This is an optimization exercise on Yosys and OpenROAD, whose aim is small area, a short achievable clock period and few clock cycles per item, not a production implementation.
RTL that was checked went through simulation tests only; none was proved equivalent to the original.
Only the layout flow was run in runs 4 and 5; the RTL was not checked for function there.
Power and IR drop assume default switching activity.

==> design/flow/constraint.sdc <==
create_clock -name core_clock -period 8.0 [get_ports {clk}]
set_input_delay 1.6000 -clock core_clock [delete_from_list [all_inputs] [get_ports {clk}]]
set_output_delay 1.6000 -clock core_clock [all_outputs]
set_load 0.01 [all_outputs]
==> design/flow/run.sh <==
#!/bin/bash
# synth_recipe.tcl (not shown) runs the flow's synth.tcl, then flattens the netlist and writes it again
# the make line also repeats each setting of config.mk as NAME=value (left out here)
make -C /OpenROAD-flow-scripts/flow DESIGN_CONFIG=/design/flow/config.mk WORK_HOME=/design/flow/orfs CLKGATE_MAP_FILE= SYNTH_SCRIPT=/design/flow/synth_recipe.tcl finish
==> design/flow/design.v <==
module ring_monitor #(
    parameter integer N    = 64,
    parameter integer IDXW = 6       
) (
    input  wire            clk,
    input  wire            rst,            
    input  wire            ev_valid,
    output wire            ev_ready,
    input  wire [3:0]      ev_code,
    input  wire            ev_party,       
    input  wire            ev_ring,        
    input  wire [7:0]      ev_index,       
    output reg             done,
    output wire            done_ok,        
    output reg  [IDXW:0]   done_count,     
    output reg             sig_rx,         
    output reg             rx_int_enable,  
    output reg             tx_kick,        
    output reg             reclaim_valid,  
    output wire [IDXW-1:0] reclaim_idx,
    output reg  [6:0]      viol,
    output reg  [15:0]     err_cnt
);
    localparam [3:0] EV_RING_ALLOC     = 4'h0;
    localparam [3:0] EV_RING_FREE      = 4'h1;
    localparam [3:0] EV_RX_HW_COMPLETE = 4'h2;
    localparam [3:0] EV_RX_ADVANCE     = 4'h3;
    localparam [3:0] EV_TX_SUBMIT      = 4'h4;
    localparam [3:0] EV_TX_HW_COMPLETE = 4'h5;
    localparam [3:0] EV_TX_DRAIN       = 4'h6;
    localparam [3:0] EV_RX_OVERRUN     = 4'h7;
    localparam [3:0] EV_TX_UNDERRUN    = 4'h8;
    localparam [3:0] EV_ACCESS         = 4'h9;
    localparam integer V_OWNERSHIP      = 0;
    localparam integer V_HW_NOT_OWNER   = 1;
    localparam integer V_SW_NOT_OWNER   = 2;
    localparam integer V_TX_UNRECLAIMED = 3;
    localparam integer V_NOT_ALLOCATED  = 4;
    localparam integer V_DOUBLE_ALLOC   = 5;
    localparam integer V_BAD_EVENT      = 6;
    localparam [IDXW-1:0] CUR0 = {IDXW{1'b1}};
    reg             v1;
    reg  [3:0]      code1;
    reg             party1;
    reg             ring1;
    reg  [IDXW-1:0] idx1;       
    reg             bad1;       
    reg             alloc;
    reg             rx_int_en;
    reg  [IDXW-1:0] rx_cur;     
    reg  [IDXW-1:0] hw_rx;
    reg             rx_full;
    reg  [IDXW-1:0] tx_comp;
    reg  [IDXW-1:0] hw_tx;
    reg  [IDXW-1:0] tx_prod;
    reg             c_full;
    reg             d_full;
    reg             busy;       
    reg             umode;      
    reg             ufin;       
    assign ev_ready    = !(v1 && busy);
    assign done_ok     = tx_kick;
    assign reclaim_idx = tx_comp;
    wire go = v1 && !busy;
    wire rx_eq   = (rx_cur == hw_rx);
    wire rx_none = rx_eq && !rx_full;         
    wire rx_all  = rx_eq &&  rx_full;         
    wire c_eq    = (tx_comp == hw_tx);
    wire d_eq    = (hw_tx == tx_prod);
    wire o_eq    = (tx_comp == tx_prod);
    wire c_none  = c_eq && !c_full;
    wire d_none  = d_eq && !d_full;
    wire d_all   = d_eq &&  d_full;
    wire o_full  = o_eq && !(c_none && d_none);    
    wire [IDXW-1:0] rx_cur_inc  = rx_cur + 1'b1;
    wire [IDXW-1:0] tx_comp_inc = tx_comp + 1'b1;
    wire [IDXW-1:0] ia   = ring1 ? hw_tx   : rx_cur;
    wire [IDXW-1:0] ib   = ring1 ? tx_prod : hw_rx;
    wire            ifl  = ring1 ? d_full  : rx_full;
    wire            ge_a = (idx1 >= ia);
    wire            lt_b = (idx1 <  ib);
    wire            wrap = (ib < ia);
    wire            in_iv = (ia == ib) ? ifl : (wrap ? (ge_a | lt_b) : (ge_a & lt_b));
    wire            owner = ring1 ? in_iv : !in_iv;
    wire            under1  = (code1 == EV_TX_UNDERRUN);
    wire [IDXW-1:0] s_end   = (busy ? umode : under1) ? tx_prod : hw_tx;
    wire            s_last  = (tx_comp_inc == s_end);
    always @(posedge clk) begin
        if (rst) begin
            v1            <= 1'b0;
            busy          <= 1'b0;
            alloc         <= 1'b0;
            rx_int_en     <= 1'b0;
            viol          <= 7'd0;
            err_cnt       <= 16'd0;
            done          <= 1'b0;
            sig_rx        <= 1'b0;
            rx_int_enable <= 1'b0;
            tx_kick       <= 1'b0;
            reclaim_valid <= 1'b0;
        end else begin
            if (ev_ready) begin
                v1     <= ev_valid;
                code1  <= ev_code;
                party1 <= ev_party;
                ring1  <= ev_ring;
                idx1   <= ev_index[IDXW-1:0] - 1'b1;
                bad1   <= (ev_index[7:IDXW] != 0);
            end
            done          <= 1'b0;
            sig_rx        <= 1'b0;
            rx_int_enable <= 1'b0;
            tx_kick       <= 1'b0;
            reclaim_valid <= 1'b0;
            if (busy) begin
                if (ufin) begin
                    tx_comp <= CUR0;
                    hw_tx   <= CUR0;
                    tx_prod <= CUR0;
                    c_full  <= 1'b0;
                    d_full  <= 1'b0;
                    done    <= 1'b1;
                    busy    <= 1'b0;
                end else begin
                    reclaim_valid <= 1'b1;
                    tx_comp       <= tx_comp_inc;
                    if (s_last) begin
                        if (umode) begin
                            ufin <= 1'b1;
                        end else begin
                            done <= 1'b1;
                            busy <= 1'b0;
                        end
                    end
                end
            end else if (go) begin
                if (code1 > EV_ACCESS) begin
                    viol[V_BAD_EVENT] <= 1'b1;
                    done <= 1'b1;
                end else if (!alloc && code1 != EV_RING_ALLOC) begin
                    viol[V_NOT_ALLOCATED] <= 1'b1;
                    done_count <= {(IDXW+1){1'b0}};
                    done <= 1'b1;
                end else begin
                    case (code1)
                    EV_RING_ALLOC: begin
                        if (alloc) begin
                            viol[V_DOUBLE_ALLOC] <= 1'b1;
                        end else begin
                            rx_cur    <= CUR0;
                            hw_rx     <= CUR0;
                            rx_full   <= 1'b0;
                            tx_comp   <= CUR0;
                            hw_tx     <= CUR0;
                            tx_prod   <= CUR0;
                            c_full    <= 1'b0;
                            d_full    <= 1'b0;
                            rx_int_en <= 1'b1;
                            alloc     <= 1'b1;
                        end
                        done <= 1'b1;
                    end
                    EV_RING_FREE: begin
                        alloc     <= 1'b0;
                        rx_int_en <= 1'b0;
                        done      <= 1'b1;
                    end
                    EV_RX_HW_COMPLETE: begin
                        if (!rx_all) begin
                            hw_rx   <= hw_rx + 1'b1;
                            rx_full <= 1'b1;
                            if (rx_int_en) begin
                                rx_int_en <= 1'b0;
                                sig_rx    <= 1'b1;
                            end
                        end else begin
                            viol[V_HW_NOT_OWNER] <= 1'b1;
                        end
                        done <= 1'b1;
                    end
                    EV_RX_ADVANCE: begin
                        if (rx_none) begin
                            viol[V_SW_NOT_OWNER] <= 1'b1;
                        end else begin
                            rx_cur  <= rx_cur_inc;
                            rx_full <= 1'b0;
                            if (rx_cur_inc == hw_rx) begin
                                rx_int_en     <= 1'b1;
                                rx_int_enable <= 1'b1;
                            end else begin
                                sig_rx <= 1'b1;
                            end
                        end
                        done <= 1'b1;
                    end
                    EV_TX_SUBMIT: begin
                        if (d_all) begin
                        end else if (o_full) begin
                            viol[V_TX_UNRECLAIMED] <= 1'b1;
                        end else begin
                            tx_prod <= tx_prod + 1'b1;
                            d_full  <= 1'b1;
                            tx_kick <= 1'b1;
                        end
                        done <= 1'b1;
                    end
                    EV_TX_HW_COMPLETE: begin
                        if (!d_none) begin
                            hw_tx  <= hw_tx + 1'b1;
                            d_full <= 1'b0;
                            c_full <= 1'b1;
                        end else begin
                            viol[V_HW_NOT_OWNER] <= 1'b1;
                        end
                        done <= 1'b1;
                    end
                    EV_TX_DRAIN: begin
                        done_count <= {c_eq && c_full, hw_tx - tx_comp};
                        c_full     <= 1'b0;
                        if (c_none) begin
                            done <= 1'b1;
                        end else begin
                            reclaim_valid <= 1'b1;
                            tx_comp       <= tx_comp_inc;
                            umode         <= 1'b0;
                            ufin          <= 1'b0;
                            if (s_last) done <= 1'b1;
                            else        busy <= 1'b1;
                        end
                    end
                    EV_RX_OVERRUN: begin
                        rx_cur    <= CUR0;
                        hw_rx     <= CUR0;
                        rx_full   <= 1'b0;
                        rx_int_en <= 1'b1;
                        err_cnt   <= err_cnt + 16'd1;
                        done      <= 1'b1;
                    end
                    EV_TX_UNDERRUN: begin
                        err_cnt <= err_cnt + 16'd1;
                        if (o_eq && !o_full) begin
                            tx_comp <= CUR0;
                            hw_tx   <= CUR0;
                            tx_prod <= CUR0;
                            c_full  <= 1'b0;
                            d_full  <= 1'b0;
                            done    <= 1'b1;
                        end else begin
                            reclaim_valid <= 1'b1;
                            tx_comp       <= tx_comp_inc;
                            umode         <= 1'b1;
                            ufin          <= s_last;
                            busy          <= 1'b1;
                        end
                    end
                    default: begin  
                        if (bad1)
                            viol[V_BAD_EVENT] <= 1'b1;
                        else if (party1 != owner)
                            viol[V_OWNERSHIP] <= 1'b1;
                        done <= 1'b1;
                    end
                    endcase
                end
            end
        end
    end
endmodule
==> design/flow/config.mk <==
export PLATFORM = sky130hd
export DESIGN_NAME = ring_monitor
export DESIGN_NICKNAME = ring_monitor
export VERILOG_FILES = /design/flow/design.v
export SDC_FILE = /design/flow/constraint.sdc
export NUM_CORES = 4
export LEC_CHECK = 0
export CAP_MARGIN = 20
export CORE_MARGIN = 2
export CORE_UTILIZATION = 40
export PLACE_DENSITY = 0.6
export SETUP_SLACK_MARGIN = 5
export SLEW_MARGIN = 20
==> metrics.cfg, run 1 <==
[outcome]
outcome=no timing/DRC/antenna violations

[placed_design]
portBuffers=59
gp_congestion=0.8932
place_ws_ns=4.111
hpwlAfterDp_mm=9.588

[route]
drc_errors=0
detail_route.first_pass.iterations=6
vias_per_cell=5.401
num_vias=4391
drtAntennaViolNets=0
drtIter0Drc=333
routed_wl_mm=13.55
wl_per_cell_um=16.66

[timing]
fin_tns_setup_ns=0
fin_crit_ns=2.944
final_max_slew_viol_count=0
tightest_slew_ns=0.9623
rsz0062_at_grt=yes
setup_viol=0
timing.fmax_mhz=339.6
finalHoldViolCount=0
finalCritPeriodShare_pct=36.81
fin_skew_ns=0.01021
setup_slack_ns=5.056
max_slew_margin_pct=35.35

[global_route]
grt_pass1_vias=4264
antenna_found_initial=0
grt_max_degree=27
overflow=0
met2_usage_pct=29.30
grt_usage_pct=19.12
grt_pass1_wl_mm=21.63
grtUsageMet1_pct=26.80
grt.met3_usage_pct=3.208
busiest_layer=met2

[floorplan]
start_util_pct=40.83
die_w_um=120.3
design.die.area_mm2=0.01446
fp-row-count=42
core_area_mm2=0.01324
die_h_um=120.3
ios=60

[layout]
fin_nets=682
layout-drive-gt1-share_pct=10.99
n_antenna_cell=0
area_growth_syn_to_layout_pct=24.51
mostFrequentLayoutCell=nand2_1
layout_common_cells=nand2_1, clkdlybuf4s50_1, edfxtp_1

[worst_setup_path]
cp-end-kind=output pin
cpMaxStageDelayCell=clkdlybuf4s50_1
arrival_ns=1.34
rrSetupSlack_ns=5.06
cp_cell_sequence=clkdlybuf4s50_1
cp_max_fo=5
r2r_end=busy$_SDFF_PP0_
reg2reg_depth=7
max_stage_delay_ns=0.57
setup.worst_path.start_class=flop
rr_startpoint=code1[2]$_DFFE_PP_
crit_type=flop to output pin
cp_top_family=buffers and inverters
path_buf_inv=1
worstPathRequired_ns=6.40

[yosys]
yosys-top-cells-area=edfxtp_1, dfxtp_1, ha_1
syn-cell-area_mm2=0.005406
synth.distinct_cells=57
syn_nets=612
yosysSeqAreaShare_pct=42.40
yosysWarningCount=1
yosys_register_bits=87
synth_ff_type=edfxtp_1
synth_cells=563
async_reset_ff_share_pct=0
avgSynthCellArea_um2=9.603
synth_edf_count=55
yosysTopAreaCellShare_pct=30.55
yosys.area.top_type=edfxtp_1

[min_path]
hold_end=viol[5]$_SDFFE_PP0P_
min_path_type=flop to flop
min_path_cells=2
hp-start=viol[5]$_SDFFE_PP0P_

[clock_network]
clk_transition_reported_paths_ns=0.07
clock-sinks=87
cts-root-buf=clkbuf_16
htreeDepth=3
numCtsBuffers=9
cts_tree=done
insertion_delay_ns=0.35
cts_buffer_depth=2
cts_hold_buf=0

[power]
comb_power_share_pct=7.5
peakVddDrop_mv=0.1137
power_density_mw_per_mm2=146.9
power.internal_mw=0.7700
p_sw_share_pct=22.11
seq_power_share_pct=49.1
switchingPower_mw=0.2186
power_mw=0.9886
p_leak_nw=2.454
p_clk_share_pct=43.4

[flow_run]
drv_cap=0

-- sequential cells by signal, summed over array words and instances (netlist names), 4 cells and up --
| register | count |
|---|---|
| hw_rx | 6 |
| rx_cur | 6 |
| code1 | 4 |
| hw_tx | 6 |
| idx1 | 6 |
| tx_comp | 6 |
| err_cnt | 16 |
| tx_prod | 6 |
| viol | 7 |
| done_count | 7 |
-- synth_stat cells, drive strengths merged (4+ instances only) --
cell type and number:
o21a 4, o21ai 17, nor2b 8, dfxtp 32
or3 7, buf 7, o211ai 4, nor4 6
mux2i 15, clkbuf 22, nand2 59, nand2b 15
edfxtp 55, and3 11, nand4 13, nand4b 5
a31oi 9, ha 31, a21oi 16, o211a 4
a31o 4, nor2 49, nand3 20, xor2 35
inv 28, xnor2 30, nor3 19
-- stage by stage --
stage / util (%) / cells / hold WS [ns] / instance area, um^2
3_3_place_gp: 46.23 / 770 / 0.4615 / 6122
3_5_place_dp: 46.23 / 770 / 0.4656 / 6122
6_report: 50.83 / 813 / 0.4725 / 6731
2_1_floorplan: - / 563 / 0.4720 / 5431
4_1_cts: 50.09 / 804 / 0.4753 / 6634
5_1_grt: 50.83 / 813 / 0.5093 / 6731
-- power by group through the flow --
stage	Clock, mW	Combinational (mW)	Sequential [mW]
after floorplan	0	0.0431	0.494
after global placement	0	0.0584	0.500
after detailed placement	0	0.0592	0.500
after CTS	0.435	0.0721	0.485
after global routing	0.455	0.0823	0.486
final	0.429	0.0745	0.485
-- metal layers --
layer,vias to the layer above,wire [um]
met3,20,613
met5,-,0
met2,127,6212
met4,0,299
li1,2157,-
met1,2087,6421
-- area by class of cell --
class,instances,area [um^2]
repair buffers,87,845.8
well taps,176,220.2
fillers,1269,6511
clock buffers,13,292.8
inverters,28,107.6
flip-flops and latches,87,2298
clock inverters,2,10.01
multi-input cells,420,2957
-- kinds of logic after synthesis --
logic type | share of synthesized area (%)
and+or+nand+nor | 20.46
muxes | 2.985
adders and majority gates | 7.545
buffers and inverters | 4.304
xor gates and xnor gates | 10.97
DFF | 42.40
AOI/OAI and AO/OA | 11.34
-- worst max-delay path by stage --
stage                       startpoint                     end  slack (ns)  cells past startpoint
6_report       err_cnt[2]$_SDFFE_PP0P_              err_cnt[2]        5.06                      1
5_1_grt             code1[2]$_DFFE_PP_         busy$_SDFF_PP0_        4.98                      7
4_1_cts                busy$_SDFF_PP0_                ev_ready        4.91                      2
3_5_place_dp                       rst  hw_tx[5]$_SDFFCE_PP1P_        4.11                      7
3_3_place_gp                       rst  hw_tx[0]$_SDFFCE_PP1P_        4.18                      7
2_1_floorplan                      rst  hw_tx[0]$_SDFFCE_PP1P_        5.02                      6
-- what timing repair did --
item,in CTS,in global routing
setup endpoints to repair,64,41
gates cloned,1,1
setup buffers,18,8
resized for setup,14,7
pin swaps,2,2
Testbench counts, summed over its fixed seeds: cycles 35,524, events 32,000.
==> run 2: changes to the inputs <==
--- a/design/flow/config.mk
+++ b/design/flow/config.mk
@@ -9,5 +9,4 @@
 export CORE_MARGIN = 2
 export CORE_UTILIZATION = 40
 export PLACE_DENSITY = 0.6
-export SETUP_SLACK_MARGIN = 5
 export SLEW_MARGIN = 20
==> run 2 against run 1 <==
  * Still clean on timing, DRC and antenna
  * Hold slack got worse by 0.012 ns
  * Clock-buffer cell count down 1
  * Via count fell by 1.8%
  * Critical path depth increased by 6
  * Register-to-register slack got worse by 0.47 ns
  * Power grew 2.1%
  * Fmax shrank 21%
  * Combinational power is 19% lower
  * First-iteration DRC count shrank 29%
  * Die area unchanged
==> metrics.cfg, run 2 <==
[outcome]
outcome=no timing/DRC/antenna violations  ; unchanged

[yosys]
synth.distinct_cells=57  ; unchanged
synth_most_common_cell=nand2_1  ; unchanged
synth_edf_count=55  ; unchanged
yosys_register_bits=87  ; unchanged
yosys-top-cells-area=edfxtp_1, dfxtp_1, ha_1  ; unchanged
syn_nets=612  ; unchanged
synth_ff_type=edfxtp_1  ; unchanged
async_reset_ff_share_pct=0  ; unchanged
syn-cell-area_mm2=0.005406  ; unchanged
yosys.area.top_type=edfxtp_1  ; unchanged
yosysSeqAreaShare_pct=42.40  ; unchanged
synth.top_cells.by_count=nand2_1, edfxtp_1, nor2_1  ; unchanged
yosysTopAreaCellShare_pct=30.55  ; unchanged
synth_cells=563  ; unchanged
yosysWarningCount=1  ; unchanged
avgSynthCellArea_um2=9.603  ; unchanged

[route]
drc_errors=0  ; unchanged
vias_per_cell=5.470  ; was 5.401
drtAntennaViolNets=0  ; unchanged
drtIter0Drc=235  ; was 333
wl_per_cell_um=16.65  ; was 16.66 um
num_vias=4310  ; was 4391
routed_wl_mm=13.12  ; was 13.55 mm
detail_route.first_pass.iterations=5  ; was 6

[timing]
holdWs_ns=0.4602  ; was 0.4725 ns
fin_tns_setup_ns=0  ; unchanged
max_slew_margin_pct=33.78  ; was 35.35%
final_max_slew_viol_count=0  ; unchanged
fin_skew_ns=0.007283  ; was 0.01021 ns
finalHoldViolCount=0  ; unchanged
setup_viol=0  ; unchanged
tightest_slew_ns=0.9857  ; was 0.9623 ns
finalCritPeriodShare_pct=46.51  ; was 36.81%
fin_crit_ns=3.721  ; was 2.944 ns
rsz0062_at_grt=no  ; was yes
timing.fmax_mhz=268.8  ; was 339.6 MHz

[layout]
fin_nets=656  ; was 682
top_regs=err_cnt (16), done_count (7), viol (7)  ; unchanged
layout-drive-gt1-share_pct=5.229  ; was 10.99%
area_growth_syn_to_layout_pct=19.37  ; was 24.51%
layout_common_cells=nand2_1, clkdlybuf4s50_1, edfxtp_1  ; unchanged
finish.utilization_pct=48.73  ; was 50.83%
largest-register=err_cnt  ; unchanged
largest_reg_flops=16  ; unchanged
n_antenna_cell=0  ; unchanged

[clock_network]
clock-sinks=87  ; unchanged
cts-root-buf=clkbuf_16  ; unchanged
cts_buffer_depth=2  ; unchanged
cts_hold_buf=0  ; unchanged
insertion_delay_ns=0.35  ; about the same
cts_resized=0  ; was 14
numCtsBuffers=9  ; unchanged
clk_transition_reported_paths_ns=0.06  ; was 0.07 ns
post_cts.repair.setup_buffers=0  ; was 18
htreeDepth=3  ; unchanged
cts_tree=done  ; unchanged

[power]
power_density_mw_per_mm2=156.4  ; was 146.9 mW/mm^2
p_leak_nw=2.317  ; was 2.454 nW
peakVddDrop_mv=0.08438  ; was 0.1137 mV

[global_route]
grt_usage_pct=19.00  ; was 19.12%
antenna_found_initial=0  ; unchanged
overflow=0  ; unchanged
grt_pass1_vias=4257  ; was 4264
grt_max_degree=35  ; was 27
grt_pass1_wl_mm=21.55  ; was 21.63 mm

[floorplan]
die_w_um=120.3  ; unchanged
die_h_um=120.3  ; unchanged
start_util_pct=40.83  ; unchanged
ios=60  ; unchanged
core_area_mm2=0.01324  ; unchanged
design.die.area_mm2=0.01446  ; unchanged
fp-row-count=42  ; unchanged

[placed_design]
hpwlAfterDp_mm=9.809  ; was 9.588 mm
gp_congestion=0.8801  ; was 0.8932
portBuffers=59  ; unchanged

[min_path]
min_path_type=flop to flop  ; unchanged

[worst_setup_path]
cp_cell_sequence=clkdlybuf4s50_1, buf_4, inv_1, o21ai_0, a211oi_1, o21ai_0, nor2_1  ; was clkdlybuf4s50_1
cpMaxStageDelayCell=nor2_1  ; was clkdlybuf4s50_1
cp-end-kind=flop  ; was output pin
arrival_ns=3.70  ; was 1.34 ns
cp_top_family=buffers and inverters  ; unchanged
cp_common_cell=o21ai_0
max_stage_delay_ns=0.57  ; about the same
setup.worst_path.start_class=input pin  ; was flop
path_buf_inv=3  ; was 1
cp_max_fo=34  ; was 5
crit_type=input pin to flop  ; was flop to output pin
worstPathRequired_ns=7.98  ; was 6.40 ns

[flow_run]
drv_cap=0  ; unchanged

## run 2: cell counts after synthesis
No cell type changed its count.
## run 2: path summary, 6_finish.rpt
check	from	endpoint	slack [ns]	depth (start not counted)
worst max-delay path	rst	hw_tx[1]$_SDFFCE_PP1P_	4.28	7
worst min-delay path	viol[5]$_SDFFE_PP0P_	viol[5]$_SDFFE_PP0P_	0.46	2
worst max register to register	code1[1]$_DFFE_PP_	hw_tx[1]$_SDFFCE_PP1P_	4.59	9
worst min register to register	viol[5]$_SDFFE_PP0P_	viol[5]$_SDFFE_PP0P_	0.46	2
## run 2: area by class of cell
class,count,area (um^2)
clock buffer,12,279.0
clock inverter,4,48.80
fill,1261,6789
inverter,28,105.1
multi-input combinational,419,2895
sequential,87,2292
tap,176,220.2
timing repair buffer,62,613.1
## run 2: per-layer routing
layer,global-route usage [%],part of all wire [%],up-vias,wire length [um]
met4,8.648,2.6,0,341
met2,29.44,46,97,5990
li1,-,-,2112,-
met5,0,0,-,0
met1,25.92,48,2080,6256
met3,3.443,4.1,21,532
## run 2: through the flow
stage                     cell area [um^2]  power [mW]  cells  worst slack, ns
final                                 6454       1.009    788            4.279
after global routing                  6454       1.047    788            4.110
after CTS                             6441       1.022    788            4.289
after detailed placement              6113      0.5597    772            3.888
after global placement                6113      0.5580    772            3.977
after floorplan                       5406      0.5370    563            4.574
## run 2: tightest hold or removal path: cells and delay by family (launching register included)
kind	cells	cell delay, ns
buf+inv	1	0.05
compound gates	1	0.05
flops	1	0.31
## run 2: cell families (layout without fill, tap and decap cells)
group	after synthesis	count (layout)	share of synthesized area, %
AND/OR/NAND/NOR	223	223	20.46
flip-flops	87	87	42.40
AO/OA/AOI/OAI	82	82	11.34
XOR/XNOR	66	66	10.97
buffers and inverters	57	106	4.304
adder cells (fa/ha/maj)	32	32	7.545
multiplexers	16	16	2.985
## run 2: report_power, final
part           total (mW)  leakage [nW]  switching, mW  internal, mW
logic              0.0603          1.41         0.0319        0.0284
clock network       0.459         0.163          0.179         0.280
registers           0.490         0.747        0.00916         0.481
==> run 3: changes to the inputs <==
--- a/design/flow/config.mk
+++ b/design/flow/config.mk
@@ -9,4 +9,5 @@
 export CORE_MARGIN = 2
 export CORE_UTILIZATION = 40
 export PLACE_DENSITY = 0.6
+export SETUP_SLACK_MARGIN = 4.5
 export SLEW_MARGIN = 20
==> run 3 against run 2 <==
  * Critical path depth rose by 1
  * Clock skew fell by 0.00099 ns
  * Wire length rose by 0.18%
  * Hold slack got worse by 0.0021 ns
  * Combinational power rose by 0.8%
  * Sequential share of layout area fell by 0.091 points
  * Critical path type unchanged
  * Critical endpoint unchanged
  * Highest routed layer unchanged
==> metrics.cfg, run 3 <==
[global_route]
grt_pass1_wl_mm=21.58  ; was 21.55 mm
overflow=0  ; unchanged
grt_usage_pct=19.04  ; was 19.00%
grt_max_degree=35  ; unchanged
grt_pass1_vias=4260  ; was 4257
antenna_found_initial=0  ; unchanged

[outcome]
outcome=no timing/DRC/antenna violations  ; unchanged

[yosys]
syn-cell-area_mm2=0.005406  ; unchanged
yosysTopAreaCellShare_pct=30.55  ; unchanged
async_reset_ff_share_pct=0  ; unchanged
yosysSeqAreaShare_pct=42.40  ; unchanged
yosys.area.top_type=edfxtp_1  ; unchanged
avgSynthCellArea_um2=9.603  ; unchanged
synth.distinct_cells=57  ; unchanged
yosys_register_bits=87  ; unchanged
synth_edf_count=55  ; unchanged
yosysWarningCount=1  ; unchanged
synth.top_cells.by_count=nand2_1, edfxtp_1, nor2_1  ; unchanged
yosys-top-cells-area=edfxtp_1, dfxtp_1, ha_1  ; unchanged
synth_ff_type=edfxtp_1  ; unchanged
synth_cells=563  ; unchanged
syn_nets=612  ; unchanged
synth_most_common_cell=nand2_1  ; unchanged

[timing]
setup_viol=0  ; unchanged
final_max_slew_viol_count=0  ; unchanged
rsz0062_at_grt=no  ; unchanged
fin_crit_ns=3.340  ; was 3.721 ns
finalCritPeriodShare_pct=41.75  ; was 46.51%
fin_tns_setup_ns=0  ; unchanged
holdWs_ns=0.4581  ; was 0.4602 ns
max_slew_margin_pct=34.17  ; was 33.78%
fin_skew_ns=0.006291  ; was 0.007283 ns
finalHoldViolCount=0  ; unchanged
tightest_slew_ns=0.9798  ; was 0.9857 ns
timing.fmax_mhz=299.4  ; was 268.8 MHz

[floorplan]
ios=60  ; unchanged
design.die.area_mm2=0.01446  ; unchanged
core_area_mm2=0.01324  ; unchanged
start_util_pct=40.83  ; unchanged
die_h_um=120.3  ; unchanged
fp-row-count=42  ; unchanged
die_w_um=120.3  ; unchanged

[worst_setup_path]
cp_top_family=buffers and inverters  ; unchanged
cp_cell_sequence=clkdlybuf4s50_1, buf_4, clkinvlp_4, o21ai_0, a211oi_1, o21ai_0, nor2_2, buf_4  ; was clkdlybuf4s50_1, buf_4, inv_1, o21ai_0, a211oi_1, o21ai_0, nor2_1
rrSetupSlack_ns=4.77  ; was 4.59 ns
worstPathRequired_ns=8.11  ; was 7.98 ns
cpMaxStageDelayCell=clkdlybuf4s50_1  ; was nor2_1
cp-end-kind=flop  ; unchanged
crit_type=input pin to flop  ; unchanged
cp_max_fo=34  ; unchanged
path_buf_inv=4  ; was 3
reg2reg_depth=7  ; was 9
rr_startpoint=code1[1]$_DFFE_PP_  ; unchanged
max_stage_delay_ns=0.45  ; was 0.57 ns
arrival_ns=3.45  ; was 3.70 ns
r2r_end=done$_SDFF_PP0_  ; was hw_tx[1]$_SDFFCE_PP1P_
setup.worst_path.start_class=input pin  ; unchanged

[power]
power_mw=1.010  ; was 1.009 mW
p_leak_nw=2.318  ; was 2.317 nW
power_density_mw_per_mm2=155.9  ; was 156.4 mW/mm^2
peakVddDrop_mv=0.08360  ; was 0.08438 mV

[min_path]
min_path_type=flop to flop  ; unchanged
hp-start=viol[5]$_SDFFE_PP0P_  ; unchanged
hold_end=viol[5]$_SDFFE_PP0P_  ; unchanged
min_path_cells=2  ; unchanged

[layout]
n_antenna_cell=0  ; unchanged
area_growth_syn_to_layout_pct=19.74  ; was 19.37%
finish.utilization_pct=48.89  ; was 48.73%
largest_reg_flops=16  ; unchanged
final_area_mm2=0.006474  ; was 0.006454 mm^2
top_regs=err_cnt (16), done_count (7), viol (7)  ; unchanged
largest-register=err_cnt  ; unchanged
layout-drive-gt1-share_pct=6.036  ; was 5.229%
fin_nets=657  ; was 656
layout_common_cells=nand2_1, clkdlybuf4s50_1, edfxtp_1  ; unchanged

[clock_network]
htreeDepth=3  ; unchanged
cts_tree=done  ; unchanged
cts_hold_buf=0  ; unchanged
clock-sinks=87  ; unchanged
insertion_delay_ns=0.35  ; about the same
cts_buffer_depth=2  ; unchanged
clk_transition_reported_paths_ns=0.06  ; about the same
numCtsBuffers=9  ; unchanged
cts-root-buf=clkbuf_16  ; unchanged

[route]
num_vias=4326  ; was 4310
wl_per_cell_um=16.66  ; was 16.65 um
drtAntennaViolNets=0  ; unchanged
drtIter0Drc=261  ; was 235
routed_wl_mm=13.14  ; was 13.12 mm
detail_route.first_pass.iterations=4  ; was 5
vias_per_cell=5.483  ; was 5.470
drc_errors=0  ; unchanged

[flow_run]
drv_cap=0  ; unchanged

[placed_design]
hpwlAfterDp_mm=9.809  ; unchanged
placed_cell_area_mm2=0.006113  ; unchanged
portBuffers=59  ; unchanged
gp_congestion=0.8801  ; unchanged

-- run 3: cell counts after synthesis --
Identical to the previous run, type by type.
-- run 3: per-stage QoR --
step                      setup WS, ns  cells
after floorplan                  4.574    563
after global placement           3.977    772
after detailed placement         3.888    772
after CTS                        4.637    789
after global routing             4.524    789
final                            4.660    789
-- run 3: where the power goes --
group	switching [mW]	total (mW)	internal (mW)
registers	0.00915	0.490	0.481
clock network	0.179	0.459	0.280
logic	0.0322	0.0608	0.0285
-- run 3: cell type report --
cell class | instances | area [um^2]
Sequential cell | 87 | 2293
Inverter | 28 | 108.9
Timing Repair Buffer | 63 | 620.6
Multi-Input combinational cell | 419 | 2903
Clock inverter | 4 | 48.80
Tap cell | 176 | 220.2
Clock buffer | 12 | 279.0
Fill cell | 1256 | 6769
-- run 3: cell families (layout without fill, tap and decap cells) --
kind of cell,count (synthesis),count (layout),share of synthesized area (%)
XOR/XNOR,66,66,10.97
flip-flops,87,87,42.40
AO/OA/AOI/OAI,82,82,11.34
multiplexers,16,16,2.985
AND/OR/NAND/NOR,223,223,20.46
adder cells (fa/ha/maj),32,32,7.545
buffers and inverters,57,107,4.304
-- run 3: repair_timing --
action / in CTS / in global routing
endpoints found under the setup margin: 13 / 14
pin swaps: 1 / 0
setup buffers: 1 / 0
endpoints found under the hold margin: 0 / 0
gates resized for setup: 3 / 2
-- run 3: worst reg2reg max path: stages (launching register included) --
cell and delay, ns:
edfxtp_1 0.58, or4b_4 0.73, o21ai_4 0.23, mux2i_1 0.32, nand4b_1 0.14, a2111o_1 0.53
nor4b_1 0.20, a2111oi_2 0.39
-- run 3: worst max path at each step --
stage | from | to | slack, ns | depth (start not counted)
after floorplan | rst | hw_rx[0]$_SDFFCE_PN1P_ | 4.57 | 3
after global placement | rst | tx_prod[5]$_SDFFCE_PP1P_ | 3.98 | 5
after detailed placement | rst | tx_prod[5]$_SDFFCE_PP1P_ | 3.89 | 5
after CTS | rst | tx_prod[4]$_SDFFCE_PP1P_ | 4.64 | 5
after global routing | rst | hw_tx[1]$_SDFFCE_PP1P_ | 4.52 | 8
final | rst | hw_tx[1]$_SDFFCE_PP1P_ | 4.66 | 8
-- run 3: per-layer routing --
layer | routed length, um | vias up | global-route usage [%]
met5 | 0 | - | 0
met4 | 343 | 0 | 8.648
met3 | 619 | 23 | 3.443
met2 | 6051 | 116 | 29.51
met1 | 6129 | 2079 | 25.98
li1 | - | 2108 | -
==> run 4: changes to the inputs <==
--- a/design/flow/design.v
+++ b/design/flow/design.v
@@ -49,50 +49,51 @@
     reg             rx_int_en;
     reg  [IDXW-1:0] rx_cur;     
     reg  [IDXW-1:0] hw_rx;
-    reg             rx_full;
+    reg             rx_wrap;    
     reg  [IDXW-1:0] tx_comp;
     reg  [IDXW-1:0] hw_tx;
     reg  [IDXW-1:0] tx_prod;
-    reg             c_full;
-    reg             d_full;
+    reg             c_wrap;     
+    reg             d_wrap;     
     reg             busy;       
     reg             umode;      
     reg             ufin;       
+    reg             rst_q;
     assign ev_ready    = !(v1 && busy);
     assign done_ok     = tx_kick;
     assign reclaim_idx = tx_comp;
     wire go = v1 && !busy;
     wire rx_eq   = (rx_cur == hw_rx);
-    wire rx_none = rx_eq && !rx_full;         
-    wire rx_all  = rx_eq &&  rx_full;         
+    wire rx_none = rx_eq && !rx_wrap;         
+    wire rx_all  = rx_eq &&  rx_wrap;         
     wire c_eq    = (tx_comp == hw_tx);
     wire d_eq    = (hw_tx == tx_prod);
     wire o_eq    = (tx_comp == tx_prod);
-    wire c_none  = c_eq && !c_full;
-    wire d_none  = d_eq && !d_full;
-    wire d_all   = d_eq &&  d_full;
+    wire c_none  = c_eq && !c_wrap;
+    wire d_none  = d_eq && !d_wrap;
+    wire d_all   = d_eq &&  d_wrap;
     wire o_full  = o_eq && !(c_none && d_none);    
     wire [IDXW-1:0] rx_cur_inc  = rx_cur + 1'b1;
     wire [IDXW-1:0] tx_comp_inc = tx_comp + 1'b1;
     wire [IDXW-1:0] ia   = ring1 ? hw_tx   : rx_cur;
     wire [IDXW-1:0] ib   = ring1 ? tx_prod : hw_rx;
-    wire            ifl  = ring1 ? d_full  : rx_full;
-    wire            ge_a = (idx1 >= ia);
-    wire            lt_b = (idx1 <  ib);
-    wire            wrap = (ib < ia);
-    wire            in_iv = (ia == ib) ? ifl : (wrap ? (ge_a | lt_b) : (ge_a & lt_b));
+    wire            iw   = ring1 ? d_wrap  : rx_wrap;
+    wire            in_iv = (idx1 >= ia) ^ (idx1 >= ib) ^ iw;
     wire            owner = ring1 ? in_iv : !in_iv;
     wire            under1  = (code1 == EV_TX_UNDERRUN);
     wire [IDXW-1:0] s_end   = (busy ? umode : under1) ? tx_prod : hw_tx;
     wire            s_last  = (tx_comp_inc == s_end);
     always @(posedge clk) begin
+        rst_q <= rst;
+        if (rst_q) begin
+            alloc     <= 1'b0;
+            rx_int_en <= 1'b0;
+            viol      <= 7'd0;
+            err_cnt   <= 16'd0;
+        end
         if (rst) begin
             v1            <= 1'b0;
             busy          <= 1'b0;
-            alloc         <= 1'b0;
-            rx_int_en     <= 1'b0;
-            viol          <= 7'd0;
-            err_cnt       <= 16'd0;
             done          <= 1'b0;
             sig_rx        <= 1'b0;
             rx_int_enable <= 1'b0;
@@ -117,13 +118,14 @@
                     tx_comp <= CUR0;
                     hw_tx   <= CUR0;
                     tx_prod <= CUR0;
-                    c_full  <= 1'b0;
-                    d_full  <= 1'b0;
+                    c_wrap  <= 1'b0;
+                    d_wrap  <= 1'b0;
                     done    <= 1'b1;
                     busy    <= 1'b0;
                 end else begin
                     reclaim_valid <= 1'b1;
                     tx_comp       <= tx_comp_inc;
+                    done_count    <= done_count + 1'b1;
                     if (s_last) begin
                         if (umode) begin
                             ufin <= 1'b1;
@@ -149,12 +151,12 @@
                         end else begin
                             rx_cur    <= CUR0;
                             hw_rx     <= CUR0;
-                            rx_full   <= 1'b0;
+                            rx_wrap   <= 1'b0;
                             tx_comp   <= CUR0;
                             hw_tx     <= CUR0;
                             tx_prod   <= CUR0;
-                            c_full    <= 1'b0;
-                            d_full    <= 1'b0;
+                            c_wrap    <= 1'b0;
+                            d_wrap    <= 1'b0;
                             rx_int_en <= 1'b1;
                             alloc     <= 1'b1;
                         end
@@ -168,7 +170,7 @@
                     EV_RX_HW_COMPLETE: begin
                         if (!rx_all) begin
                             hw_rx   <= hw_rx + 1'b1;
-                            rx_full <= 1'b1;
+                            if (&hw_rx) rx_wrap <= 1'b1;
                             if (rx_int_en) begin
                                 rx_int_en <= 1'b0;
                                 sig_rx    <= 1'b1;
@@ -183,7 +185,7 @@
                             viol[V_SW_NOT_OWNER] <= 1'b1;
                         end else begin
                             rx_cur  <= rx_cur_inc;
-                            rx_full <= 1'b0;
+                            if (&rx_cur) rx_wrap <= 1'b0;
                             if (rx_cur_inc == hw_rx) begin
                                 rx_int_en     <= 1'b1;
                                 rx_int_enable <= 1'b1;
@@ -199,7 +201,7 @@
                             viol[V_TX_UNRECLAIMED] <= 1'b1;
                         end else begin
                             tx_prod <= tx_prod + 1'b1;
-                            d_full  <= 1'b1;
+                            if (&tx_prod) d_wrap <= 1'b1;
                             tx_kick <= 1'b1;
                         end
                         done <= 1'b1;
@@ -207,16 +209,18 @@
                     EV_TX_HW_COMPLETE: begin
                         if (!d_none) begin
                             hw_tx  <= hw_tx + 1'b1;
-                            d_full <= 1'b0;
-                            c_full <= 1'b1;
+                            if (&hw_tx) begin
+                                d_wrap <= 1'b0;
+                                c_wrap <= 1'b1;
+                            end
                         end else begin
                             viol[V_HW_NOT_OWNER] <= 1'b1;
                         end
                         done <= 1'b1;
                     end
                     EV_TX_DRAIN: begin
-                        done_count <= {c_eq && c_full, hw_tx - tx_comp};
-                        c_full     <= 1'b0;
+                        done_count <= {{IDXW{1'b0}}, !c_none};
+                        c_wrap     <= 1'b0;
                         if (c_none) begin
                             done <= 1'b1;
                         end else begin
@@ -231,7 +235,7 @@
                     EV_RX_OVERRUN: begin
                         rx_cur    <= CUR0;
                         hw_rx     <= CUR0;
-                        rx_full   <= 1'b0;
+                        rx_wrap   <= 1'b0;
                         rx_int_en <= 1'b1;
                         err_cnt   <= err_cnt + 16'd1;
                         done      <= 1'b1;
@@ -242,8 +246,8 @@
                             tx_comp <= CUR0;
                             hw_tx   <= CUR0;
                             tx_prod <= CUR0;
-                            c_full  <= 1'b0;
-                            d_full  <= 1'b0;
+                            c_wrap  <= 1'b0;
+                            d_wrap  <= 1'b0;
                             done    <= 1'b1;
                         end else begin
                             reclaim_valid <= 1'b1;
==> design/flow/flow/run.sh (new file) <==
#!/bin/bash
# Own layout flow: the standard layout (standard.sh), with two settings added to config.mk:
#  - port buffers of a plain buffer cell (sky130_fd_sc_hd__buf_2) instead of the delay buffer
#    the resizer picks by default; every input and output port still gets its own buffer;
#  - a larger setup slack margin for repair_timing, so that it aims at a shorter period.
# The clock period, constraints, synthesis, floorplan, power grid and tap cells are unchanged.
set -euo pipefail
cat >> config.mk <<'EOC'
export BUFFER_PORTS_ARGS = -buffer_cell sky130_fd_sc_hd__buf_2
export SETUP_SLACK_MARGIN = 5.5
EOC
bash standard.sh > standard.log 2>&1
==> design/flow/standard.sh (new file) <==
#!/bin/bash
# synth_recipe.tcl (not shown) runs the flow's synth.tcl, then flattens the netlist and writes it again
# the make line also repeats each setting of config.mk as NAME=value (left out here)
make -C /OpenROAD-flow-scripts/flow DESIGN_CONFIG=/design/flow/config.mk WORK_HOME=/design/flow/orfs CLKGATE_MAP_FILE= SYNTH_SCRIPT=/design/flow/synth_recipe.tcl "${@:-finish}"
--- a/design/flow/config.mk
+++ b/design/flow/config.mk
@@ -9,5 +9,6 @@
 export CORE_MARGIN = 2
 export CORE_UTILIZATION = 40
 export PLACE_DENSITY = 0.6
-export SETUP_SLACK_MARGIN = 4.5
 export SLEW_MARGIN = 20
+export BUFFER_PORTS_ARGS = -buffer_cell sky130_fd_sc_hd__buf_2
+export SETUP_SLACK_MARGIN = 5.5
removed: design/flow/run.sh
==> run 4 against run 3 <==
  * Setup slack better by 0.75 ns
  * First-iteration DRC count is 10% higher
  * Via count is 4.4% higher
  * Power is 3.6% lower
  * Sequential power hardly changed
  * Final area is 7.8% higher
  * Critical path depth stayed put
  * Global-route usage is 0.52 points higher
  * Sequential share of layout area is 1.8 points lower
  * Clock skew is 0.0028 ns higher
  * Combinational power is 41% higher
  * Highest routed layer unchanged
  * Fmax is 29% higher
==> metrics.cfg, run 4 <==
[power]
peakVddDrop_mv=0.08647  ; was 0.08360 mV
p_sw_share_pct=23.52  ; was 21.83%
seq_power_share_pct=50.5  ; was 48.6%
power_mw=0.9737  ; was 1.010 mW
p_clk_share_pct=40.7  ; was 45.4%
power.internal_mw=0.7447  ; was 0.7891 mW
switchingPower_mw=0.2290  ; was 0.2204 mW
p_leak_nw=2.685  ; was 2.318 nW
comb_power_share_pct=8.8  ; was 6.0%
power_density_mw_per_mm2=139.6  ; was 155.9 mW/mm^2

[timing]
rsz0062_at_grt=yes  ; was no
setup_viol=0  ; unchanged
max_slew_margin_pct=46.10  ; was 34.17%
tightest_slew_ns=0.8023  ; was 0.9798 ns
timing.fmax_mhz=386.1  ; was 299.4 MHz
final_max_slew_viol_count=0  ; unchanged
fin_skew_ns=0.009056  ; was 0.006291 ns
finalCritPeriodShare_pct=32.38  ; was 41.75%
finalHoldViolCount=0  ; unchanged
fin_crit_ns=2.590  ; was 3.340 ns
fin_tns_setup_ns=0  ; unchanged
holdWs_ns=0.4512  ; was 0.4581 ns

[worst_setup_path]
worstPathRequired_ns=8.29  ; was 8.11 ns
cp_common_cell=nand2_4
crit_path_start=rst  ; unchanged
max_stage_delay_ns=0.37  ; was 0.45 ns
cpMaxStageDelayCell=or3_1  ; was clkdlybuf4s50_1
cp-end-kind=flop  ; unchanged
cp_max_fo=6  ; was 34
cp_cell_sequence=buf_12, nor3b_4, buf_6, nand2_4, nor2_4, nand2_4, or3_1, a21oi_1  ; was clkdlybuf4s50_1, buf_4, clkinvlp_4, o21ai_0, a211oi_1, o21ai_0, nor2_2, buf_4
rr_startpoint=code1[0]$_DFFE_PP_  ; was code1[1]$_DFFE_PP_
setup.worst_path.start_class=input pin  ; unchanged
arrival_ns=2.88  ; was 3.45 ns
crit_type=input pin to flop  ; unchanged

[placed_design]
hpwlAfterDp_mm=8.964  ; was 9.809 mm
gp_congestion=0.8559  ; was 0.8801
portBuffers=59  ; unchanged
placed_cell_area_mm2=0.005727  ; was 0.006113 mm^2

[yosys]
syn_nets=586  ; was 612
yosysWarningCount=1  ; unchanged
synth.distinct_cells=61  ; was 57
yosys_register_bits=88  ; was 87
yosysTopAreaCellShare_pct=31.45  ; was 30.55%
synth.top_cells.by_count=nand2_1, edfxtp_1, xnor2_1  ; was nand2_1, edfxtp_1, nor2_1
yosys.area.top_type=edfxtp_1  ; unchanged
avgSynthCellArea_um2=9.600  ; was 9.603 um^2
async_reset_ff_share_pct=0  ; unchanged
synth_most_common_cell=nand2_1  ; unchanged
synth_edf_count=55  ; unchanged
yosysSeqAreaShare_pct=44.03  ; was 42.40%
syn-cell-area_mm2=0.005251  ; was 0.005406 mm^2
yosys-top-cells-area=edfxtp_1, dfxtp_1, xnor2_1  ; was edfxtp_1, dfxtp_1, ha_1
synth_cells=547  ; was 563
synth_ff_type=edfxtp_1  ; unchanged

[layout]
n_antenna_cell=0  ; unchanged
largest-register=err_cnt  ; unchanged
final_area_mm2=0.006975  ; was 0.006474 mm^2
fin_nets=707  ; was 657
area_growth_syn_to_layout_pct=32.83  ; was 19.74%
layout_common_cells=buf_4, buf_2, edfxtp_1  ; was nand2_1, clkdlybuf4s50_1, edfxtp_1
top_regs=err_cnt (16), done_count (7), viol (7)  ; unchanged
mostFrequentLayoutCell=buf_4
largest_reg_flops=16  ; unchanged
layout-drive-gt1-share_pct=34.77  ; was 6.036%

[route]
drtIter0Drc=287  ; was 261
detail_route.first_pass.iterations=5  ; was 4
vias_per_cell=5.343  ; was 5.483
drc_errors=0  ; unchanged
routed_wl_mm=13.86  ; was 13.14 mm
wl_per_cell_um=16.40  ; was 16.66 um
num_vias=4515  ; was 4326
drtAntennaViolNets=0  ; unchanged

[clock_network]
cts_buffer_depth=2  ; unchanged
cts-root-buf=clkbuf_16  ; unchanged
htreeDepth=3  ; unchanged
insertion_delay_ns=0.36  ; was 0.35 ns
numCtsBuffers=9  ; unchanged
clk_transition_reported_paths_ns=0.06  ; about the same
cts_hold_buf=0  ; unchanged
clock-sinks=88  ; was 87
cts_tree=done  ; unchanged

[min_path]
hp-start=err_cnt[14]$_DFF_P_  ; was viol[5]$_SDFFE_PP0P_
min_path_type=flop to flop  ; unchanged

[floorplan]
core_area_mm2=0.01272  ; was 0.01324 mm^2
die_w_um=118.6  ; was 120.3 um
die_h_um=118.6  ; was 120.3 um
design.die.area_mm2=0.01406  ; was 0.01446 mm^2
fp-row-count=41  ; was 42
start_util_pct=41.28  ; was 40.83%
ios=60  ; unchanged

[global_route]
grt_usage_pct=19.56  ; was 19.04%
antenna_found_initial=0  ; unchanged
grt_max_degree=19  ; was 35
overflow=0  ; unchanged
grt_pass1_vias=4322  ; was 4260
grt_pass1_wl_mm=21.80  ; was 21.58 mm

[flow_run]
drv_cap=0  ; unchanged

[outcome]
outcome=no timing/DRC/antenna violations  ; unchanged

run 4: power groups by stage:
| stage | clock, mW | combinational (mW) | sequential, mW |
|---|---|---|---|
| finish | 0.396 | 0.0858 | 0.491 |
| global route | 0.429 | 0.0933 | 0.492 |
| CTS | 0.406 | 0.0743 | 0.492 |
| detailed placement | 0 | 0.0546 | 0.509 |
| global placement | 0 | 0.0531 | 0.508 |
| floorplan | 0 | 0.0442 | 0.501 |
run 4: per-layer routing:
layer	track usage, %	wire, um	up-vias
met5	0	0	-
met4	7.068	279	0
met3	4.730	660	24
met2	31.54	6649	116
met1	25.50	6267	2172
li1	-	-	2203
run 4: worst max-delay path: cells and delay by family:
family / cells / cell delay [ns]
and+or+nand+nor: 5 / 0.88
AOI/OAI and AO/OA: 1 / 0.12
buffers and inverters: 2 / 0.27
run 4: layout make-up:
cell class                      count  area [um^2]
Multi-Input combinational cell    409         3073
Inverter                           21        83.83
Tap cell                          172        215.2
Fill cell                        1179         5747
Sequential cell                    88         2345
Timing Repair Buffer              139        991.0
Clock inverter                      3        17.52
Clock buffer                       13        250.2
run 4: repair_timing:
| action | CTS | global route |
|---|---|---|
| gates resized for setup | 61 | 46 |
| pin swaps | 16 | 22 |
| endpoints found under the setup margin | 96 | 85 |
| cloned | 1 | 0 |
| buffers inserted | 51 | 29 |
run 4: final timing paths:
kind	endpoint	slack [ns]	depth (start not counted)
setup reg to reg	ufin$_DFFE_PP_	5.51	8
hold / removal	err_cnt[14]$_DFF_P_	0.45	1
hold reg to reg	err_cnt[14]$_DFF_P_	0.45	1
setup / recovery	err_cnt[4]$_DFF_P_	5.41	8
run 4: stage by stage:
step	utilization, %	std cells	setup slack (ns)
floorplan	-	547	5.235
global route	54.83	845	5.330
detailed placement	45.01	748	4.384
global placement	45.01	748	4.508
CTS	51.82	816	5.348
finish	54.83	845	5.410
run 4: logic make-up after synthesis:
group	after synthesis	share of synthesized area [%]
buffers and inverters	51	4.098
muxes	20	4.146
AOI/OAI and AO/OA	102	12.56
DFF	88	44.03
and+or+nand+nor	196	18.58
adders and majority gates	22	5.242
xor gates and xnor gates	68	11.34
==> run 5: changes to the inputs <==
--- a/design/flow/design.v
+++ b/design/flow/design.v
@@ -85,21 +85,7 @@
     wire            s_last  = (tx_comp_inc == s_end);
     always @(posedge clk) begin
         rst_q <= rst;
-        if (rst_q) begin
-            alloc     <= 1'b0;
-            rx_int_en <= 1'b0;
-            viol      <= 7'd0;
-            err_cnt   <= 16'd0;
-        end
-        if (rst) begin
-            v1            <= 1'b0;
-            busy          <= 1'b0;
-            done          <= 1'b0;
-            sig_rx        <= 1'b0;
-            rx_int_enable <= 1'b0;
-            tx_kick       <= 1'b0;
-            reclaim_valid <= 1'b0;
-        end else begin
+        begin
             if (ev_ready) begin
                 v1     <= ev_valid;
                 code1  <= ev_code;
@@ -268,5 +254,20 @@
                 end
             end
         end
+        if (rst_q) begin
+            alloc     <= 1'b0;
+            rx_int_en <= 1'b0;
+            viol      <= 7'd0;
+            err_cnt   <= 16'd0;
+        end
+        if (rst) begin
+            v1            <= 1'b0;
+            busy          <= 1'b0;
+            done          <= 1'b0;
+            sig_rx        <= 1'b0;
+            rx_int_enable <= 1'b0;
+            tx_kick       <= 1'b0;
+            reclaim_valid <= 1'b0;
+        end
     end
 endmodule
==> run 5 against run 4 <==
  * Still clean on timing, DRC and antenna
  * Hold slack better by 0.028 ns
  * Register-to-register slack worse by 0.02 ns
  * Sequential power hardly changed
  * Global-route usage is 0.69 points lower
  * Setup slack worse by 0.050 ns
  * Fmax is 1.9% lower
  * Clock power is 8.8% higher
  * Combinational power is 15% lower
  * Synthesized cell count is 3.7% lower
  * Die area is 1.8% lower
  * Area after synthesis is 1.9% lower
  * Non-clock buffer count is 14 lower
  * Critical endpoint is now reclaim_idx[0]
  * Largest power group unchanged
==> metrics.cfg, run 5 <==
[outcome]
outcome=no timing/DRC/antenna violations  ; unchanged

[layout]
layout_common_cells=buf_4, edfxtp_1, buf_2  ; was buf_4, buf_2, edfxtp_1
final_area_mm2=0.006633  ; was 0.006975 mm^2
layout-drive-gt1-share_pct=30.39  ; was 34.77%
fin_nets=669  ; was 707
n_antenna_cell=0  ; unchanged
largest_reg_flops=16  ; unchanged
top_regs=err_cnt (16), done_count (7), viol (7)  ; unchanged
largest-register=err_cnt  ; unchanged
mostFrequentLayoutCell=buf_4  ; unchanged
area_growth_syn_to_layout_pct=28.73  ; was 32.83%
n_fill_cell=1165  ; was 1179
finish.utilization_pct=52.56  ; was 54.83%

[yosys]
synth_ff_type=edfxtp_1  ; unchanged
synth-compound-area-share_pct=9.786  ; was 12.56%
yosys.area.top_type=edfxtp_1  ; unchanged
yosys-top-cells-area=edfxtp_1, dfxtp_1, xor2_1  ; was edfxtp_1, dfxtp_1, xnor2_1
yosysTopAreaCellShare_pct=32.05  ; was 31.45%
synth_most_common_cell=edfxtp_1  ; was nand2_1
synth_top_family_by_area=simple AND/OR/NAND/NOR gates  ; unchanged
yosys.area_share.adder_pct=5.342  ; was 5.242%
synthMuxAreaShare_pct=3.570  ; was 4.146%
async_reset_ff_share_pct=0  ; unchanged
synth_cells=527  ; was 547
syn_nets=566  ; was 586
yosysSeqAreaShare_pct=44.88  ; was 44.03%
synth_edf_count=55  ; unchanged
synth.distinct_cells=61  ; unchanged
yosys_register_bits=88  ; unchanged
synth_xor_area_share_pct=13.04  ; was 11.34%
avgSynthCellArea_um2=9.777  ; was 9.600 um^2
synthSimpleGateAreaFrac_pct=19.52  ; was 18.58%
syn-cell-area_mm2=0.005152  ; was 0.005251 mm^2
synth.top_cells.by_count=edfxtp_1, nand2_1, nor2_1  ; was nand2_1, edfxtp_1, xnor2_1
yosysWarningCount=1  ; unchanged

[timing]
rsz0062_at_grt=yes  ; unchanged
timing.fmax_mhz=378.8  ; was 386.1 MHz
setup_viol=0  ; unchanged
fin_crit_ns=2.640  ; was 2.590 ns
finalHoldViolCount=0  ; unchanged
tightest_slew_ns=1.039  ; was 0.8023 ns
final_max_slew_viol_count=0  ; unchanged
finalCritPeriodShare_pct=33.00  ; was 32.38%
fin_skew_ns=0.008292  ; was 0.009056 ns
max_slew_margin_pct=30.02  ; was 46.10%
fin_tns_setup_ns=0  ; unchanged

[min_path]
min_path_type=flop to flop  ; unchanged

[worst_setup_path]
cpMaxStageDelayCell=edfxtp_1  ; was or3_1
max_stage_delay_ns=0.44  ; was 0.37 ns
worstPathRequired_ns=6.40  ; was 8.29 ns
cp_common_cell=buf_6  ; was nand2_4
setup.worst_path.start_class=flop  ; was input pin
crit_type=flop to output pin  ; was input pin to flop
cp-end-kind=output pin  ; was flop
arrival_ns=1.04  ; was 2.88 ns
cp_max_fo=3  ; was 6
cp_cell_sequence=buf_6, buf_6  ; was buf_12, nor3b_4, buf_6, nand2_4, nor2_4, nand2_4, or3_1, a21oi_1

[floorplan]
die_w_um=117.5  ; was 118.6 um
core_area_mm2=0.01262  ; was 0.01272 mm^2
start_util_pct=40.83  ; was 41.28%
die_h_um=117.5  ; was 118.6 um
design.die.area_mm2=0.01381  ; was 0.01406 mm^2
fp-row-count=41  ; unchanged
ios=60  ; unchanged

[power]
p_leak_nw=2.607  ; was 2.685 nW
comb_power_share_pct=7.3  ; was 8.8%
seq_power_share_pct=49.5  ; was 50.5%
p_clk_share_pct=43.2  ; was 40.7%
power_density_mw_per_mm2=150.3  ; was 139.6 mW/mm^2
p_sw_share_pct=21.81  ; was 23.52%
peakVddDrop_mv=0.1042  ; was 0.08647 mV
switchingPower_mw=0.2174  ; was 0.2290 mW
power.internal_mw=0.7793  ; was 0.7447 mW

[clock_network]
clk_transition_reported_paths_ns=0.06  ; about the same
cts_tree=done  ; unchanged
clock-sinks=88  ; unchanged
htreeDepth=3  ; unchanged
insertion_delay_ns=0.34  ; was 0.36 ns
cts_hold_buf=0  ; unchanged
cts-root-buf=clkbuf_16  ; unchanged
cts_buffer_depth=2  ; unchanged
numCtsBuffers=9  ; unchanged

[route]
drtIter0Drc=266  ; was 287
drtAntennaViolNets=0  ; unchanged
vias_per_cell=5.281  ; was 5.343
routed_wl_mm=13.01  ; was 13.86 mm
drc_errors=0  ; unchanged
detail_route.first_pass.iterations=4  ; was 5
num_vias=4262  ; was 4515
wl_per_cell_um=16.12  ; was 16.40 um

[placed_design]
portBuffers=59  ; unchanged
placed_cell_area_mm2=0.005583  ; was 0.005727 mm^2
gp_congestion=0.8815  ; was 0.8559
hpwlAfterDp_mm=8.928  ; was 8.964 mm

[global_route]
grt_max_degree=27  ; was 19
grt_pass1_vias=4186  ; was 4322
grt_usage_pct=18.87  ; was 19.56%
grt_pass1_wl_mm=20.85  ; was 21.80 mm
overflow=0  ; unchanged
antenna_found_initial=0  ; unchanged

[flow_run]
drv_cap=0  ; unchanged

[run 5: cell types whose count changed after synthesis, sizes merged, moves of 5 or more]
cell	before	now
xor2	23	38
or3	4	10
a21oi	25	17
nor2	34	50
o31ai	5	0
clkbuf	23	28
xnor2	45	36
o21ai	30	23
nand2	59	52
nand2b	15	9
[run 5: power by group through the flow]
stage | Sequential [mW] | Clock [mW] | Combinational (mW)
4_1_cts | 0.494 | 0.437 | 0.0650
5_1_grt | 0.494 | 0.457 | 0.0800
3_5_place_dp | 0.510 | 0 | 0.0520
6_report | 0.493 | 0.431 | 0.0727
2_1_floorplan | 0.501 | 0 | 0.0435
3_3_place_gp | 0.509 | 0 | 0.0510
[run 5: per-stage QoR]
step / cells / hold WS (ns) / total power [mW] / setup WS (ns)
final: 807 / 0.4788 / 0.9967 / 5.360
after global routing: 807 / 0.5135 / 1.032 / 5.318
after CTS: 782 / 0.4788 / 0.9960 / 5.356
after detailed placement: 725 / 0.4651 / 0.5616 / 4.956
after global placement: 725 / 0.4578 / 0.5604 / 5.002
after floorplan: 527 / 0.4927 / 0.5448 / 5.295
[run 5: cells by family after synthesis]
group / Yosys count
AOI/OAI and AO/OA: 76
xor gates and xnor gates: 75
DFF: 88
and+or+nand+nor: 198
adders and majority gates: 22
muxes: 18
buffers and inverters: 50
[run 5: critical path: cells and delay by family (launching register included)]
kind                   cells  cell delay, ns
flip-flops                 1            0.44
buffers and inverters      2            0.26
[run 5: final timing paths]
kind                     startpoint                        to  slack (ns)  cells past startpoint
max            tx_comp[0]$_DFFE_PP_            reclaim_idx[0]        5.36                      2
min            viol[1]$_SDFFE_PP0P_      viol[1]$_SDFFE_PP0P_        0.48                      2
max reg2reg  hw_tx[0]$_SDFFCE_PN1P_  tx_prod[3]$_SDFFCE_PN1P_        5.49                      8
min reg2reg    viol[1]$_SDFFE_PP0P_      viol[1]$_SDFFE_PP0P_        0.48                      2
[run 5: final cells by class]
type / count / area [um^2] / share of cell area, %
Multi-Input combinational cell: 389 / 2853 / 43.01
Sequential cell: 88 / 2342 / 35.31
Timing Repair Buffer: 125 / 849.6 / 12.81
Inverter: 17 / 66.31 / 0.9998
Clock buffer: 11 / 254.0 / 3.829
Clock inverter: 5 / 52.55 / 0.7923
Tap cell: 172 / 215.2 / 3.245
[run 5: what timing repair did]
action / CTS / global route
endpoints found under the setup margin: 75 / 60
buffers inserted: 41 / 25
pin swaps: 14 / 19
resized for setup: 32 / 30
[run 5: per-layer routing]
metal  track usage, %  part of all wire (%)  up-vias
met2            30.81                    48       92
li1                 -                     -     2075
met4            7.380                   1.8        0
met5                0                     0        -
met3            2.810                   3.9       16
met1            25.34                    47     2079
==> run 6: changes to the inputs <==
--- a/design/flow/design.v
+++ b/design/flow/design.v
@@ -55,14 +55,14 @@
     reg  [IDXW-1:0] tx_prod;
     reg             c_wrap;     
     reg             d_wrap;     
-    reg             busy;       
+    reg             idle;       
     reg             umode;      
     reg             ufin;       
     reg             rst_q;
-    assign ev_ready    = !(v1 && busy);
+    assign ev_ready    = idle;
     assign done_ok     = tx_kick;
     assign reclaim_idx = tx_comp;
-    wire go = v1 && !busy;
+    wire go = v1 && idle;
     wire rx_eq   = (rx_cur == hw_rx);
     wire rx_none = rx_eq && !rx_wrap;         
     wire rx_all  = rx_eq &&  rx_wrap;         
@@ -81,7 +81,7 @@
     wire            in_iv = (idx1 >= ia) ^ (idx1 >= ib) ^ iw;
     wire            owner = ring1 ? in_iv : !in_iv;
     wire            under1  = (code1 == EV_TX_UNDERRUN);
-    wire [IDXW-1:0] s_end   = (busy ? umode : under1) ? tx_prod : hw_tx;
+    wire [IDXW-1:0] s_end   = (!idle ? umode : under1) ? tx_prod : hw_tx;
     wire            s_last  = (tx_comp_inc == s_end);
     always @(posedge clk) begin
         rst_q <= rst;
@@ -99,7 +99,7 @@
             rx_int_enable <= 1'b0;
             tx_kick       <= 1'b0;
             reclaim_valid <= 1'b0;
-            if (busy) begin
+            if (!idle) begin
                 if (ufin) begin
                     tx_comp <= CUR0;
                     hw_tx   <= CUR0;
@@ -107,7 +107,7 @@
                     c_wrap  <= 1'b0;
                     d_wrap  <= 1'b0;
                     done    <= 1'b1;
-                    busy    <= 1'b0;
+                    idle    <= 1'b1;
                 end else begin
                     reclaim_valid <= 1'b1;
                     tx_comp       <= tx_comp_inc;
@@ -117,7 +117,7 @@
                             ufin <= 1'b1;
                         end else begin
                             done <= 1'b1;
-                            busy <= 1'b0;
+                            idle <= 1'b1;
                         end
                     end
                 end
@@ -215,7 +215,7 @@
                             umode         <= 1'b0;
                             ufin          <= 1'b0;
                             if (s_last) done <= 1'b1;
-                            else        busy <= 1'b1;
+                            else        idle <= 1'b0;
                         end
                     end
                     EV_RX_OVERRUN: begin
@@ -240,7 +240,7 @@
                             tx_comp       <= tx_comp_inc;
                             umode         <= 1'b1;
                             ufin          <= s_last;
-                            busy          <= 1'b1;
+                            idle          <= 1'b0;
                         end
                     end
                     default: begin  
@@ -262,7 +262,7 @@
         end
         if (rst) begin
             v1            <= 1'b0;
-            busy          <= 1'b0;
+            idle          <= 1'b1;
             done          <= 1'b0;
             sig_rx        <= 1'b0;
             rx_int_enable <= 1'b0;
--- a/design/flow/flow/run.sh
+++ b/design/flow/flow/run.sh
@@ -7,6 +7,6 @@
 set -euo pipefail
 cat >> config.mk <<'EOC'
 export BUFFER_PORTS_ARGS = -buffer_cell sky130_fd_sc_hd__buf_2
-export SETUP_SLACK_MARGIN = 5.5
+export SETUP_SLACK_MARGIN = 5.7
 EOC
 bash standard.sh > standard.log 2>&1
--- a/design/flow/config.mk
+++ b/design/flow/config.mk
@@ -11,4 +11,4 @@
 export PLACE_DENSITY = 0.6
 export SLEW_MARGIN = 20
 export BUFFER_PORTS_ARGS = -buffer_cell sky130_fd_sc_hd__buf_2
-export SETUP_SLACK_MARGIN = 5.5
+export SETUP_SLACK_MARGIN = 5.7
==> run 6 against run 5 <==
  * Largest power group unchanged
  * Synthesized cell count increased by 4.4%
  * Highest routed layer unchanged
  * Global-route usage increased by 0.85 points
  * Sequential share of layout area decreased by 2.1 points
  * Area after synthesis increased by 2.4%
  * Wire length increased by 8.7%
  * Still clean on timing, DRC and antenna
==> metrics.cfg, run 6 <==
[power]
power_density_mw_per_mm2=139.4  ; was 150.3 mW/mm^2
switchingPower_mw=0.2371  ; was 0.2174 mW
peakVddDrop_mv=0.09925  ; was 0.1042 mV
comb_power_share_pct=8.1  ; was 7.3%
seq_power_share_pct=49.6  ; was 49.5%
p_leak_nw=2.783  ; was 2.607 nW
power.internal_mw=0.7541  ; was 0.7793 mW

[floorplan]
core_area_mm2=0.01272  ; was 0.01262 mm^2
die_h_um=118.8  ; was 117.5 um
fp-row-count=41  ; unchanged

[layout]
fin_nets=706  ; was 669
area_growth_syn_to_layout_pct=34.78  ; was 28.73%
register_area_mm2=0.002362  ; was 0.002342 mm^2
fin_cells=844  ; was 807
layout-drive-gt1-share_pct=35.42  ; was 30.39%

[worst_setup_path]
reg2reg_depth=8  ; unchanged
crit_path_start=idle$_SDFF_PP1_  ; was tx_comp[0]$_DFFE_PP_
cp-endpoint=ev_ready  ; was reclaim_idx[0]
r2r_end=tx_prod[3]$_SDFFCE_PN1P_  ; unchanged
cp-end-kind=output pin  ; unchanged
arrival_ns=0.95  ; was 1.04 ns
cp_max_fo=2  ; was 3

[clock_network]
clk_transition_reported_paths_ns=0.07  ; was 0.06 ns
cts_hold_buf=0  ; unchanged
cts_tree=done  ; unchanged

[yosys]
syn_nets=589  ; was 566
async_reset_ff_share_pct=0  ; unchanged
yosys_register_bits=88  ; unchanged
yosys.area.top_type=edfxtp_1  ; unchanged
avgSynthCellArea_um2=9.589  ; was 9.777 um^2
synth_edf_count=55  ; unchanged
synth_ff_type=edfxtp_1  ; unchanged
yosysWarningCount=1  ; unchanged

[global_route]
grt_max_degree=27  ; unchanged
overflow=0  ; unchanged
grt_usage_pct=19.72  ; was 18.87%
antenna_found_initial=0  ; unchanged

[timing]
setup_slack_ns=5.446  ; was 5.360 ns
tightest_slew_ns=0.9848  ; was 1.039 ns
finalHoldViolCount=0  ; unchanged
fin_crit_ns=2.554  ; was 2.640 ns
timing.fmax_mhz=391.5  ; was 378.8 MHz
max_slew_margin_pct=33.66  ; was 30.02%

[route]
drtAntennaViolNets=0  ; unchanged
wl_per_cell_um=16.75  ; was 16.12 um

[placed_design]
hpwlAfterDp_mm=9.023  ; was 8.928 mm
placed_cell_area_mm2=0.005697  ; was 0.005583 mm^2
portBuffers=59  ; unchanged

[outcome]
outcome=no timing/DRC/antenna violations  ; unchanged

==> run 6: cells by family (layout without fill, tap and decap cells) <==
group	Yosys count	after routing	share of synthesized area (%)
and+or+nand+nor	213	214	20.43
DFF	88	88	43.84
AOI/OAI and AO/OA	83	83	10.30
xor gates and xnor gates	71	71	12.05
buffers and inverters	54	175	4.270
adders and majority gates	22	22	5.219
muxes	19	19	3.891
==> run 6: metrics by stage <==
| step | utilization (%) | hold WS, ns |
|---|---|---|
| 2_1_floorplan | - | 0.4339 |
| 3_3_place_gp | 44.78 | 0.4508 |
| 3_5_place_dp | 44.78 | 0.4560 |
| 4_1_cts | 52.70 | 0.4665 |
| 5_1_grt | 55.87 | 0.4883 |
| 6_report | 55.87 | 0.4601 |
==> run 6: routing by layer <==
layer  up-vias  track usage [%]  wire length (um)
met1      2154            26.53              6498
met2       132            31.36              6758
met3        22            4.167               643
met4         0            7.068               238
li1       2185                -                 -
met5         -                0                 0
==> run 6: worst max-delay path, stage by stage (launching register included) <==
cell and delay, ns:
dfxtp_4 0.36, buf_12 0.13, buf_6 0.11
==> run 6: worst min path at each step <==
stage | from | endpoint | cells past startpoint
2_1_floorplan | rx_int_en$_SDFFE_PP0P_ | rx_int_en$_SDFFE_PP0P_ | 2
3_3_place_gp | viol[1]$_SDFFE_PP0P_ | viol[1]$_SDFFE_PP0P_ | 2
3_5_place_dp | rx_int_en$_SDFFE_PP0P_ | rx_int_en$_SDFFE_PP0P_ | 2
4_1_cts | rx_int_en$_SDFFE_PP0P_ | rx_int_en$_SDFFE_PP0P_ | 2
5_1_grt | rx_int_en$_SDFFE_PP0P_ | rx_int_en$_SDFFE_PP0P_ | 2
6_report | rx_int_en$_SDFFE_PP0P_ | rx_int_en$_SDFFE_PP0P_ | 2
==> run 6: power by group through the flow <==
stage / logic [mW] / registers [mW] / clock network, mW
3_5_place_dp: 0.0573 / 0.508 / 0
6_report: 0.0803 / 0.492 / 0.419
5_1_grt: 0.0880 / 0.493 / 0.444
3_3_place_gp: 0.0559 / 0.508 / 0
4_1_cts: 0.0729 / 0.491 / 0.427
2_1_floorplan: 0.0452 / 0.502 / 0
==> run 6: final cells by class <==
class,instances,area share (%)
Clock buffer,11,3.591
Clock inverter,5,0.4929
Inverter,19,1.039
Multi-Input combinational cell,409,42.60
Sequential cell,88,33.23
Tap cell,172,3.028
Timing Repair Buffer,140,16.02
==> run 6: what timing repair did <==
item / 4_1_cts / 5_1_grt
gates cloned: 1 / 1
setup buffers: 55 / 23
setup endpoints to repair: 111 / 102
pin swaps: 3 / 14
resized for setup: 72 / 46
Testbench counts of run 6, summed over its fixed seeds: cycles 35,524, events 32,000.

Setup slack of run 6, layout unchanged: 5.446 ns with ideal ports, 5.409 ns with driving cells assumed (clock clkbuf_16, inputs buf_2), 5.519 ns with port delays also shifted by the 0.387 ns mid clock arrival.
